Context: an optimization exercise on an open-source flow, tuned for small area. The choices shown serve that exercise and are no tape-out recipe. Only simulation tests tie the RTL to the original design; equivalence was not proved.

[design.v]
module tslfs_core (
    input  wire         clk,
    input  wire         rst,           
    input  wire [9:0]   cmd,           
    input  wire [63:0]  now,
    input  wire [63:0]  period,
    output wire [1:0]   res_stage,     
    output wire [2:0]   res_err,       
    output wire         res_boundary,
    output wire         res_frame_valid,
    output wire [7:0]   res_frame_len,
    output wire [1:0]   res_decision,  
    output wire [31:0]  res_dropped_since_last,
    output wire [511:0] res_payload,   
    output reg  [64:0]  next_allowed,
    output wire [31:0]  dropped_count,
    output reg  [31:0]  malformed_count,
    output reg  [31:0]  framing_err_count,
    output reg  [31:0]  truncated_count
);
    wire       do_reset = rst | cmd[9];
    wire       do_feed  = ~do_reset & cmd[8];
    wire [7:0] b        = cmd[7:0];
    reg  [8:0]   c;         
    reg          bnd_r;     
    reg          poison_r;  
    reg          head_r;    
    reg  [1:0]   m;         
    reg          fed;       
    reg  [495:0] pl;        
    reg          zr;        
    reg  [31:0]  dr;        
    wire [8:0] ce       = bnd_r ? 9'd1 : c;       
    wire       poison_e = poison_r & ~bnd_r;
    wire       head_e   = head_r | bnd_r;
    wire overflow  = (ce == 9'd255);
    wire boundary  = (m == 2'd3) && (b == 8'h58);
    wire poisoned  = poison_e | overflow;
    wire frame     = boundary & ~poisoned & head_e;
    wire malformed = boundary & ~poisoned & ~head_e;
    wire long      = ce[7] | ce[6];                
    wire decode_ok = frame & long;
    wire truncated = frame & ~long;
    wire ge        = {1'b0, now} >= next_allowed;
    wire admit     = decode_ok & ge;
    wire drop      = decode_ok & ~ge;
    wire first2    = ce[8] | (ce == 9'd0);           
    wire lt64      = ce[8] | (~ce[7] & ~ce[6] & ~(&ce[5:0]));
    function [31:0] sat_inc(input [31:0] v);
        sat_inc = (v == 32'hFFFF_FFFF) ? v : v + 32'd1;
    endfunction
    always @(posedge clk)
        if (cmd[8] & lt64) pl <= {b, pl[495:8]};
    assign dropped_count = dr & {32{~zr}};
    always @(posedge clk)
        dr <= dropped_count + {31'd0, do_feed & drop & ~(&dropped_count)};
    always @(posedge clk) begin
        if (do_reset) begin
            c                 <= 9'h1FF;
            bnd_r             <= 1'b0;
            poison_r          <= 1'b0;
            head_r            <= 1'b1;
            m                 <= 2'd0;
            fed               <= 1'b0;
            zr                <= 1'b1;
            next_allowed      <= 65'd0;
            malformed_count   <= 32'd0;
            framing_err_count <= 32'd0;
            truncated_count   <= 32'd0;
        end else if (do_feed) begin
            fed      <= 1'b1;
            poison_r <= poisoned;
            m        <= (b == 8'h40) ? 2'd1 :
                        (m == 2'd1 && b == 8'h0A) ? 2'd2 :
                        (m == 2'd2 && b == 8'h58) ? 2'd3 : 2'd0;
            if (boundary) begin
                bnd_r <= 1'b1;
            end else begin
                bnd_r  <= 1'b0;
                c      <= overflow ? 9'd3 : ce + 9'd1;
                head_r <= head_e & ~(first2 & (b != 8'h58));
            end
            if (overflow)  framing_err_count <= sat_inc(framing_err_count);
            if (malformed) malformed_count   <= sat_inc(malformed_count);
            if (truncated) truncated_count   <= sat_inc(truncated_count);
            if (decode_ok) zr <= admit;
            if (admit) next_allowed <= {1'b0, now} + {1'b0, period};
        end else begin
            fed <= 1'b0;
        end
    end
    wire o_bnd   = fed & bnd_r;
    wire o_good  = o_bnd & ~poison_r & head_r;
    wire o_malf  = o_bnd & ~poison_r & ~head_r;
    wire o_ovf   = fed & (bnd_r ? (&c[7:0]) : (poison_r & (c[7:0] == 8'd3)));
    wire o_long  = c[7] | c[6];
    wire o_dec   = o_good & o_long;
    wire o_trunc = o_good & ~o_long;
    assign res_stage              = {o_dec, o_good};
    assign res_err                = {1'b0, o_malf | o_trunc, o_ovf | o_trunc};
    assign res_boundary           = o_bnd;
    assign res_frame_valid        = o_good;
    assign res_frame_len          = c[7:0];
    assign res_decision           = {o_dec & ~zr, o_dec & zr};
    assign res_dropped_since_last = dr;
    assign res_payload            = {pl, 16'h5858};
endmodule
[run.sh]
#!/bin/bash
# synth_recipe.tcl (not shown) runs the flow's synth.tcl, then flattens the netlist and writes it again
# the make line also repeats each setting of config.mk as NAME=value (left out here)
make -C /OpenROAD-flow-scripts/flow DESIGN_CONFIG=/design/flow/config.mk WORK_HOME=/design/flow/orfs CLKGATE_MAP_FILE= SYNTH_SCRIPT=/design/flow/synth_recipe.tcl finish
[config.mk]
export PLATFORM = sky130hd
export DESIGN_NAME = tslfs_core
export DESIGN_NICKNAME = tslfs_core
export VERILOG_FILES = /design/flow/design.v
export SDC_FILE = /design/flow/constraint.sdc
export NUM_CORES = 4
export LEC_CHECK = 0
export ABC_AREA = 1
export CAP_MARGIN = 20
export CORE_MARGIN = 2
export CORE_UTILIZATION = 60
export SLEW_MARGIN = 20
export SYNTH_MEMORY_MAX_BITS = 4096
[constraint.sdc]
create_clock -name core_clock -period 10.0 [get_ports {clk}]
set_input_delay 2.0000 -clock core_clock [delete_from_list [all_inputs] [get_ports {clk}]]
set_output_delay 2.0000 -clock core_clock [all_outputs]
set_load 0.01 [all_outputs]
==> metrics.md <==
| Metric | Value |
|---|---|
| Die Span X | `242 um` |
| Count of flip-flops with a built-in enable after synthesis | `496` |
| Error message | `[ERROR PPL-0024] Number of IO pins (894) exceeds maximum number of available positions (870). Increase the die perimeter from 966.46um to 1215.84um.` |
| Yosys cell types | `50` |
| Initial Utilization | `60.4%` |
| Top-area cell type share of the netlist area | `44.0%` |
| Failing step | `I/O pin placement` |
| Seq cells post-synth | `705` |
| Post-synthesis cell area | `0.0339 sq mm` |
| Status | `did not finish` |
| Rows | `87` |
| Synth warnings | `1` |
| Largest area contributor in the netlist | `edfxtp_1` |
| Predominant post-synthesis flop cell | `edfxtp_1` |
| Syn Area/Cell | `8.90 sq um` |
| Gate count of the mapped netlist | `3805` |
| Async set-reset flop share out of synthesis | `0%` |
| Top cells by area, synth | `edfxtp_1 (44%), dfxtp_1 (12%), nand2_1 (12%), inv_1 (6.0%), ha_1 (5.0%)` |
| Seq/Total Area, Yosys | `56.3%` |
| Die Height | `242 um` |
[synth_stat cells (3+ instances only)]
cell type,number
buf_1,3
nor4_1,20
nand4_1,83
nor3_1,84
dfxtp_1,209
nor2_1,405
a21oi_1,210
edfxtp_1,496
or2_2,3
nand3_1,192
nand3b_1,5
inv_1,544
buf_4,30
clkbuf_1,35
a21o_1,3
a22oi_1,4
inv_2,4
nor3_2,3
buf_2,23
nor2_2,6
o21ai_0,33
ha_1,135
and2_1,3
xor2_1,71
xnor2_1,60
nand2_1,1104
o21a_1,3
[kinds of logic after synthesis]
| family | count (synthesis) | share of synthesized area [%] |
|---|---|---|
| adders and majority gates | 136 | 5.05 |
| DFF | 705 | 56.3 |
| other | 2 | 0.0222 |
| AOI/OAI and AO/OA | 271 | 4.23 |
| and+or+nand+nor | 1918 | 23.4 |
| buffers and inverters | 642 | 7.58 |
| xor gates and xnor gates | 131 | 3.39 |
